This is an optimization exercise on Yosys and OpenROAD, whose aim is small area, a short achievable clock period and few clock cycles, not a production implementation. Where RTL was checked, it was by simulation tests only, not by an equivalence proof against the original.

==> inputs of build 93 <==
// snr_power
module snr_power (
    input  wire        clk,
    input  wire        rst,
    input  wire        in_valid,
    output reg         in_ready,
    input  wire [63:0] in_x,
    input  wire [63:0] in_y,
    input  wire        in_last,
    output reg         out_valid,
    output reg  [63:0] out_sigpwr,
    output reg  [63:0] out_noisepwr
);
    reg  [63:0] x0;
    reg  [63:0] y0;
    reg         l0;
    reg         v0;
    reg         rst_q;
    wire accept = in_valid & in_ready;
    always @(posedge clk) begin
        x0    <= in_x;
        y0    <= in_y;
        l0    <= in_last;
        v0    <= accept & ~rst;
        rst_q <= rst;
    end
    reg  [5:1]  vp;
    reg  [5:1]  lp;
    always @(posedge clk) begin
        vp <= rst ? 5'd0 : {vp[4:1], v0};
        lp <= {lp[4:1], l0};
    end
    reg  [18:0] cnt;
    wire [18:0] cnt1 = cnt + 19'd1;
    always @(posedge clk) begin
        if (rst)
            cnt <= 19'd0;
        else if (v0)
            cnt <= l0 ? 19'd0 : cnt1;
    end
    wire [62:0] sqx;
    wire [10:0] ex_n;
    fp_sq u_sqx (
        .clk(clk), .v2(vp[2]), .a(x0[62:0]), .sn(1'b0), .si(1'b0), .result(sqx), .e3(ex_n)
    );
    wire [51:0] d2_f;
    wire [10:0] d2_x;
    wire [5:0]  d2_sh;
    wire        d2_c;
    wire        d2_pb;
    wire        d2_nan;
    wire        d2_inf;
    wire [10:0] d2_e;
    fp_subabs u_sub (
        .clk(clk), .a(y0), .b(x0), .frac(d2_f), .xe(d2_x), .sh(d2_sh), .xc(d2_c),
        .pb(d2_pb), .nan(d2_nan), .inf(d2_inf)
    );
    fp_subexp u_subx (
        .xe(d2_x), .sh(d2_sh), .xc(d2_c), .pb(d2_pb), .nan(d2_nan), .inf(d2_inf), .e(d2_e)
    );
    wire [62:0] sqd;
    wire [10:0] ed_n;
  ...
==> module fp_subabs, before the edit <==
module fp_subabs (
    input  wire        clk,
    input  wire [63:0] a,
    input  wire [63:0] b,
    output reg  [51:0] frac,
    output reg  [10:0] xe,         
    output reg  [5:0]  sh,
    output reg         xc,         
    output reg         pb,         
    output reg         nan,
    output reg         inf
);
    wire        effsub = a[63] == b[63];
    wire [10:0] ea = a[62:52];
    wire [10:0] eb = b[62:52];
    wire [51:0] fa = a[51:0];
    wire [51:0] fb = b[51:0];
    wire a_nan = (ea == 11'h7ff) && (fa != 52'd0);
    wire b_nan = (eb == 11'h7ff) && (fb != 52'd0);
    wire a_inf = (ea == 11'h7ff) && (fa == 52'd0);
    wire b_inf = (eb == 11'h7ff) && (fb == 52'd0);
    wire [52:0] ma = {ea != 11'd0, fa};
    wire [52:0] mb = {eb != 11'd0, fb};
    wire [10:0] xa = (ea == 11'd0) ? 11'd1 : ea;
    wire [10:0] xb = (eb == 11'd0) ? 11'd1 : eb;
    wire [11:0] dab  = {1'b0, xa} - {1'b0, xb};
    wire [11:0] dba  = {1'b0, xb} - {1'b0, xa};
    wire        swap = dab[11];
    wire [10:0] x_big   = swap ? xb : xa;
    wire [52:0] m_big   = swap ? mb : ma;
    wire [52:0] m_small = swap ? ma : mb;
    wire [10:0] diff    = swap ? dba[10:0] : dab[10:0];
    wire [5:0]  dsh     = (diff[10:6] != 5'd0) ? 6'd63 : diff[5:0];
    wire [55:0] small_ext0 = {m_small, 3'b000};
    wire [55:0] small_sh   = small_ext0 >> dsh;
    wire        small_lost = |(small_ext0 & ~({56{1'b1}} << dsh));
    wire [55:0] small_ext  = {small_sh[55:1], small_sh[0] | small_lost};
    wire [55:0] addend = effsub ? ~small_ext : small_ext;
    wire [56:0] s0;
    wire [56:0] s1;
    fp_cadd #(.W(56)) u_add (.a({m_big, 3'b000}), .b(addend), .s0(s0), .s1(s1));
    reg  [56:0] s0_1;
    reg  [56:0] s1_1;
    reg         sub1;
    reg  [10:0] x1;
    reg         nan1;
    reg         inf1;
    always @(posedge clk) begin
        s0_1 <= s0;
        s1_1 <= s1;
        sub1 <= effsub;
        x1   <= x_big;
        nan1 <= a_nan || b_nan || (a_inf && b_inf && effsub);
        inf1 <= a_inf || b_inf;
    end
    wire [55:0] mag  = s1_1[56] ? s1_1[55:0] : ~s0_1[55:0];    
    wire [56:0] m57  = sub1 ? {1'b0, mag} : s0_1;
    wire        far  = !sub1 || m57[55] || m57[54];
    wire        r1   = m57[56];
    wire        l1   = sub1 && !m57[55] && (x1 != 11'd1);
    wire [55:0] na   = r1 ? {m57[56:2], m57[1] | m57[0]} : l1 ? {m57[54:0], 1'b0} : m57[55:0];
    wire [10:0] xa1  = r1 ? x1 + 11'd1 : l1 ? x1 - 11'd1 : x1;
    wire [62:0] ra0  = {na[55] ? xa1 : 11'd0, na[54:3]};
    wire [52:0] fa1  = {1'b0, na[54:3]} + {52'd0, na[2] & (na[1] | na[0] | na[3])};
    reg  [55:0] stopb;
    integer i;
    always @*
        for (i = 0; i < 56; i = i + 1)
            stopb[i] = x1 == 11'd56 - i;
    wire [6:0]  lz;
    fp_lzc #(.L(6)) u_lzc (.x({mag | stopb, 8'd0}), .lz(lz));
    wire [5:0]  lsh   = lz[5:0];
    wire [55:0] nb    = mag << lsh;
    always @(posedge clk) begin
        if (far) begin
            frac <= fa1[51:0];
            xe   <= ra0[62:52];
            sh   <= 6'd0;
            xc   <= fa1[52];
            pb   <= 1'b0;
        end else begin
            frac <= nb[54:3];
            xe   <= x1;
            sh   <= lsh;
            xc   <= nb[55];
            pb   <= 1'b1;
        end
        nan <= nan1;
        inf <= inf1 || (r1 && x1 == 11'd2046);
    end
endmodule
Settings: LEC_CHECK=0, ABC_AREA=1, CAP_MARGIN=35, CORE_MARGIN=2, CORE_UTILIZATION=60, SLEW_MARGIN=35, SYNTH_HIERARCHICAL=1, SYNTH_MINIMUM_KEEP_SIZE=0; clock period 25.0 ns.
standard.sh (not shown) runs the stock make flow with config.mk's settings and CLKGATE_MAP_FILE= SYNTH_SCRIPT=/design/flow/synth_recipe.tcl, a recipe that flattens the netlist after the stock synthesis.
==> flow/flow/run.sh <==
#!/bin/bash
# Layout flow: the standard flow (standard.sh, which runs the standard
# synthesis unchanged), with its timing repair asked for a setup margin so
# that it works the paths down towards a period well below the clock's.
# The constraints (clock, I/O delays, loads) are the design's own.
# make's full output goes to flow_make.log; ORFS keeps each step's log under
# orfs/logs.
set -euo pipefail
cd "$(dirname "$0")/.."
MARGIN=${MARGIN:-18.5}
bash standard.sh SETUP_SLACK_MARGIN="$MARGIN" TNS_END_PERCENT=100 finish > flow_make.log 2>&1
==> build 40: changes against build 93 <==
--- a/flow/design.v
+++ b/flow/design.v
@@ -270,17 +270,19 @@
     wire [62:0] ra0  = {na[55] ? xa1 : 11'd0, na[54:3]};
     wire [52:0] fa1  = {1'b0, na[54:3]} + {52'd0, na[2] & (na[1] | na[0] | na[3])};
     reg  [55:0] stopb;
     integer i;
     always @*
         for (i = 0; i < 56; i = i + 1)
             stopb[i] = x1 == 11'd56 - i;
-    wire [6:0]  lz;
-    fp_lzc #(.L(6)) u_lzc (.x({mag | stopb, 8'd0}), .lz(lz));
-    wire [5:0]  lsh   = lz[5:0];
+    wire [6:0]  lz1;
+    wire [6:0]  lz0;
+    fp_lzc #(.L(6)) u_lzc1 (.x({s1_1[55:0] | stopb, 8'd0}), .lz(lz1));
+    fp_lzc #(.L(6)) u_lzc0 (.x({~s0_1[55:0] | stopb, 8'd0}), .lz(lz0));
+    wire [5:0]  lsh   = s1_1[56] ? lz1[5:0] : lz0[5:0];
     wire [55:0] nb    = mag << lsh;
     always @(posedge clk) begin
         if (far) begin
             frac <= fa1[51:0];
             xe   <= ra0[62:52];
             sh   <= 6'd0;
             xc   <= fa1[52];
==> flow/flow/run.sh (replaced) <==
#!/bin/bash
# Layout flow: the standard flow (standard.sh, which runs the standard
# synthesis unchanged), with its timing repair asked for a setup margin so
# that it works the paths down towards a period well below the clock's, and
# the ports buffered with a plain buffer (buf_4) instead of the default pick.
# The constraints (clock, I/O delays, loads) are the design's own.
# make's full output goes to flow_make.log; ORFS keeps each step's log under
# orfs/logs.
set -euo pipefail
cd "$(dirname "$0")/.."
MARGIN=${MARGIN:-18.5}
bash standard.sh SETUP_SLACK_MARGIN="$MARGIN" TNS_END_PERCENT=100 \
    BUFFER_PORTS_ARGS="-buffer_cell sky130_fd_sc_hd__buf_4" finish > flow_make.log 2>&1
Settings changed: CORE_UTILIZATION 60 to 65.
==> build 77: changes against build 93 <==
--- a/flow/design.v
+++ b/flow/design.v
@@ -161,54 +161,14 @@
                     assign t = lev[l-1].n_[2*i+1].t & lev[l-1].n_[2*i].t;
                 end
             end
         end
     endgenerate
     assign co = lev[LW].n_[0].g;
 endmodule
-module fp_cgroups #(
-    parameter W  = 8,
-    parameter NG = 1
-) (
-    input  wire [W-1:0]  a,
-    input  wire [W-1:0]  b,
-    input  wire          cin,
-    output wire [NG-1:0] g,
-    output wire [NG-1:0] t
-);
-    genvar j, l, i;
-    generate
-        for (j = 0; j < NG; j = j + 1) begin : grp
-            for (l = 0; l <= 3; l = l + 1) begin : lev
-                for (i = 0; i < (8 >> l); i = i + 1) begin : n_
-                    wire gg;
-                    wire tt;
-                    if (l == 0) begin : leaf
-                        localparam integer P = 8 * j + i;
-                        if (P == 0) begin : c
-                            assign gg = cin;
-                            assign tt = 1'b0;
-                        end else if (P <= W) begin : d
-                            assign gg = a[P-1] & b[P-1];
-                            assign tt = a[P-1] | b[P-1];
-                        end else begin : e
-                            assign gg = 1'b0;
-                            assign tt = 1'b1;
-                        end
-                    end else begin : comb
-                        assign gg = lev[l-1].n_[2*i+1].gg | (lev[l-1].n_[2*i+1].tt & lev[l-1].n_[2*i].gg);
-                        assign tt = lev[l-1].n_[2*i+1].tt & lev[l-1].n_[2*i].tt;
-                    end
-                end
-            end
-            assign g[j] = lev[3].n_[0].gg;
-            assign t[j] = lev[3].n_[0].tt;
-        end
-    endgenerate
-endmodule
 module fp_subabs (
     input  wire        clk,
     input  wire [63:0] a,
     input  wire [63:0] b,
     output reg  [51:0] frac,
     output reg  [10:0] xe,         
     output reg  [5:0]  sh,
@@ -293,29 +253,32 @@
             pb   <= 1'b1;
         end
         nan <= nan1;
         inf <= inf1 || (r1 && x1 == 11'd2046);
     end
 endmodule
 module fp_subexp (
+    input  wire [51:0] frac,
     input  wire [10:0] xe,
     input  wire [5:0]  sh,
     input  wire        xc,
     input  wire        pb,
     input  wire        nan,
     input  wire        inf,
-    output reg  [10:0] e
+    output reg  [62:0] result
 );
     always @* begin
-        if (nan || inf)
-            e = 11'h7ff;
-        else if (pb)
-            e = xc ? xe - {5'd0, sh} : 11'd0;
+        if (pb)
+            result = {xc ? xe - {5'd0, sh} : 11'd0, frac};
         else
-            e = xe + {10'd0, xc};
+            result = {xe + {10'd0, xc}, frac};
+        if (nan)
+            result = 63'h7ff8000000000000;
+        else if (inf)
+            result = 63'h7ff0000000000000;
     end
 endmodule
 module fp_accum (
     input  wire        clk,
     input  wire        clr,        
     input  wire [62:0] b,          
     input  wire [10:0] en,         
@@ -387,56 +350,42 @@
         {swp, sh} <= clr ? alc : up ? al1 : al0;
     end
 endmodule
 module fp_sq (
     input  wire        clk,
     input  wire        v2,
     input  wire [62:0] a,
-    input  wire        sn,         
-    input  wire        si,         
     output reg  [62:0] result,
     output wire [10:0] e3
 );
     wire [10:0] ea = a[62:52];
     wire [51:0] fa = a[51:0];
     wire [105:0] ns;
     wire [105:0] nc;
     fp_sq_tree u_tree (.f(fa), .ns(ns), .nc(nc));
-    wire [6:0]  lo_g;
-    wire [6:0]  lo_t;
-    fp_cgroups #(.W(49), .NG(7)) u_lo (.a(ns[48:0]), .b(nc[48:0]), .cin(1'b1), .g(lo_g), .t(lo_t));
+    wire        lo_c;
+    fp_carry #(.W(49)) u_lo (.a(ns[48:0]), .b(nc[48:0]), .cin(1'b1), .co(lo_c));
     reg  [56:0] s1;
     reg  [56:0] c1;
-    reg  [6:0]  g1;
-    reg  [6:0]  t1;
+    reg         cin1;
     reg         stk1;
     reg  signed [12:0] el1;    
     reg         nan1;
     reg         inf1;
     reg         zero1;         
     always @(posedge clk) begin
         s1    <= ns[105:49];
         c1    <= nc[105:49];
-        g1    <= lo_g;
-        t1    <= lo_t;
+        cin1  <= lo_c;
         stk1  <= |fa[24:0];
         el1   <= $signed({1'b0, ea, 1'b0}) - 13'sd1023;
-        nan1  <= sn || ((ea == 11'h7ff) && (fa != 52'd0) && !si);
-        inf1  <= si || ((ea == 11'h7ff) && (fa == 52'd0) && !sn);
+        nan1  <= (ea == 11'h7ff) && (fa != 52'd0);
+        inf1  <= (ea == 11'h7ff) && (fa == 52'd0);
         zero1 <= (ea == 11'd0);
     end
-    wire        c01  = g1[1] | (t1[1] & g1[0]);
-    wire        c23  = g1[3] | (t1[3] & g1[2]);
-    wire        t23  = t1[3] & t1[2];
-    wire        c45  = g1[5] | (t1[5] & g1[4]);
-    wire        t45  = t1[5] & t1[4];
-    wire        c03  = c23 | (t23 & c01);
-    wire        c46  = g1[6] | (t1[6] & c45);
-    wire        t46  = t1[6] & t45;
-    wire        cin1 = c46 | (t46 & c03);
     wire [57:0] t;
     fp_addc #(.W(57)) u_hi (.a(s1), .b(c1), .cin(cin1), .s(t));
     wire [56:0] p = ~t[56:0];                       
     wire signed [12:0] eh  = el1 + 13'sd1;
     wire        nrm_h = eh  >= 13'sd1;
     wire        nrm_l = el1 >= 13'sd1;
     wire        ovf_h = eh  >= 13'sd2047;
@@ -4492,16 +4441,16 @@
     input  wire        rst,
     input  wire        in_valid,
     output reg         in_ready,
     input  wire [63:0] in_x,
     input  wire [63:0] in_y,
     input  wire        in_last,
     output reg         out_valid,
-    output reg  [63:0] out_sigpwr,
-    output reg  [63:0] out_noisepwr
+    output wire [63:0] out_sigpwr,
+    output wire [63:0] out_noisepwr
 );
     reg  [63:0] x0;
     reg  [63:0] y0;
     reg         l0;
     reg         v0;
     reg         rst_q;
     wire accept = in_valid & in_ready;
@@ -4524,37 +4473,34 @@
         if (rst)
             cnt <= 19'd0;
         else if (v0)
             cnt <= l0 ? 19'd0 : cnt1;
     end
     wire [62:0] sqx;
     wire [10:0] ex_n;
-    fp_sq u_sqx (
-        .clk(clk), .v2(vp[2]), .a(x0[62:0]), .sn(1'b0), .si(1'b0), .result(sqx), .e3(ex_n)
-    );
+    fp_sq u_sqx (.clk(clk), .v2(vp[2]), .a(x0[62:0]), .result(sqx), .e3(ex_n));
     wire [51:0] d2_f;
     wire [10:0] d2_x;
     wire [5:0]  d2_sh;
     wire        d2_c;
     wire        d2_pb;
     wire        d2_nan;
     wire        d2_inf;
-    wire [10:0] d2_e;
+    wire [62:0] d2;
     fp_subabs u_sub (
         .clk(clk), .a(y0), .b(x0), .frac(d2_f), .xe(d2_x), .sh(d2_sh), .xc(d2_c),
         .pb(d2_pb), .nan(d2_nan), .inf(d2_inf)
     );
     fp_subexp u_subx (
-        .xe(d2_x), .sh(d2_sh), .xc(d2_c), .pb(d2_pb), .nan(d2_nan), .inf(d2_inf), .e(d2_e)
+        .frac(d2_f), .xe(d2_x), .sh(d2_sh), .xc(d2_c), .pb(d2_pb), .nan(d2_nan),
+        .inf(d2_inf), .result(d2)
     );
     wire [62:0] sqd;
     wire [10:0] ed_n;
-    fp_sq u_sqd (
-        .clk(clk), .v2(vp[4]), .a({d2_e, d2_f}), .sn(d2_nan), .si(d2_inf), .result(sqd), .e3(ed_n)
-    );
+    fp_sq u_sqd (.clk(clk), .v2(vp[4]), .a(d2), .result(sqd), .e3(ed_n));
     wire end_x = vp[3] & lp[3];
     wire end_d = vp[5] & lp[5];
     wire [62:0] acc_x;
     wire [62:0] acc_d;
     wire [62:0] sum_x;
     wire [62:0] sum_d;
     fp_accum u_accx (
@@ -4577,50 +4523,45 @@
     wire        idle_d;
     wire        done_x;
     wire        done_d;
     wire [62:0] res_x;
     wire [62:0] res_d;
     reg  [18:0] nh;          
     reg  [18:0] nt;          
-    reg  res_valid;          
     wire load_x = hv_x & idle_x;
     wire load_d = hv_d & idle_d;
-    wire fire   = done_x & done_d & ~res_valid;
+    wire fire   = done_x & done_d & ~out_valid;
     fp_divn #(.R(3)) u_divx (
         .clk(clk), .rst(rst), .load(load_x), .a(hold_x), .n(nh),
-        .release_(res_valid), .idle(idle_x), .done(done_x), .mq(res_x)
+        .release_(out_valid), .idle(idle_x), .done(done_x), .mq(res_x)
     );
     fp_divn #(.R(3)) u_divd (
         .clk(clk), .rst(rst), .load(load_d), .a(hold_d), .n(nh),
-        .release_(res_valid), .idle(idle_d), .done(done_d), .mq(res_d)
+        .release_(out_valid), .idle(idle_d), .done(done_d), .mq(res_d)
     );
     always @(posedge clk) begin
         if (rst) begin
             hv_x      <= 1'b0;
             hv_d      <= 1'b0;
-            res_valid <= 1'b0;
             out_valid <= 1'b0;
         end else begin
             hv_x <= end_x | (hv_x & ~load_x);
             hv_d <= end_d | (hv_d & ~load_d);
-            res_valid <= fire;
-            out_valid <= res_valid;
+            out_valid <= fire;
         end
     end
     always @(posedge clk) begin
         if (fire) nh <= nt;
         if (v0 & l0) begin
             if (owed == {1'b0, fire}) nh <= cnt1;
             else                      nt <= cnt1;
         end
     end
-    always @(posedge clk) begin
-        out_sigpwr   <= {1'b0, res_x};
-        out_noisepwr <= {1'b0, res_d};
-    end
+    assign out_sigpwr   = {1'b0, res_x};
+    assign out_noisepwr = {1'b0, res_d};
     reg  [1:0]  owed;
     wire [1:0]  owed_n = owed + {1'b0, v0 & l0} - {1'b0, fire};
     always @(posedge clk) begin
         if (rst) begin
             owed     <= 2'd0;
             in_ready <= 1'b1;
         end else begin
Settings changed: CORE_UTILIZATION 60 to 70.
==> comparison <==
- Build 93 completed with no timing, DRC or antenna violations. Build 40 completed with no timing, DRC or antenna violations. Build 77 aborted during global routing (5_1_grt) (GRT-0116).
- Against build 93, the final cell count of build 40 is higher by 0.60%.
- Against build 40, the critical path depth of build 93 is lower by 14.
- In build 93 the clock-buffer cell count is lower than in build 40, by 6.
Testbench counts of build 40, summed over its fixed seeds: cycles 25,434.
Testbench counts of build 77, summed over its fixed seeds: cycles 25,426.
The RTL of build 93 was laid out without a check of its function.

[separate check: timing with driven ports]
In the flow no input, the clock included, has a driving cell. The finished layouts below were timed again as built, in two steps.
Step 1: set_driving_cell puts a clkbuf_16 on clk and a buf_2 on each other input, an assumption about the parent block.
Step 2 adds t to the input delays and takes it off the output delays; t is the mean of the earliest and latest rising clock arrival at the registers after step 1. Input paths then give back, and output paths get back, about the clock's delay inside the block.
a / b / c = no drivers / after step 1 / after step 2; a / b = the first two.
| run | t, ns | slack for setup (ns) | worst setup path after step 2 | latest minus earliest clock arrival (ns) | worst slew at a driven data input, ns |
|---|---|---|---|---|---|
| build 93 | 1.042 | 18.538 / 18.419 / 18.541 | register to register | 0.115 / 0.116 | 0.09 |
| build 40 | 1.042 | 18.492 / 18.439 / 18.492 | register to register | 0.103 / 0.103 | 0.08 |
After both steps setup and hold are still met in every run listed.
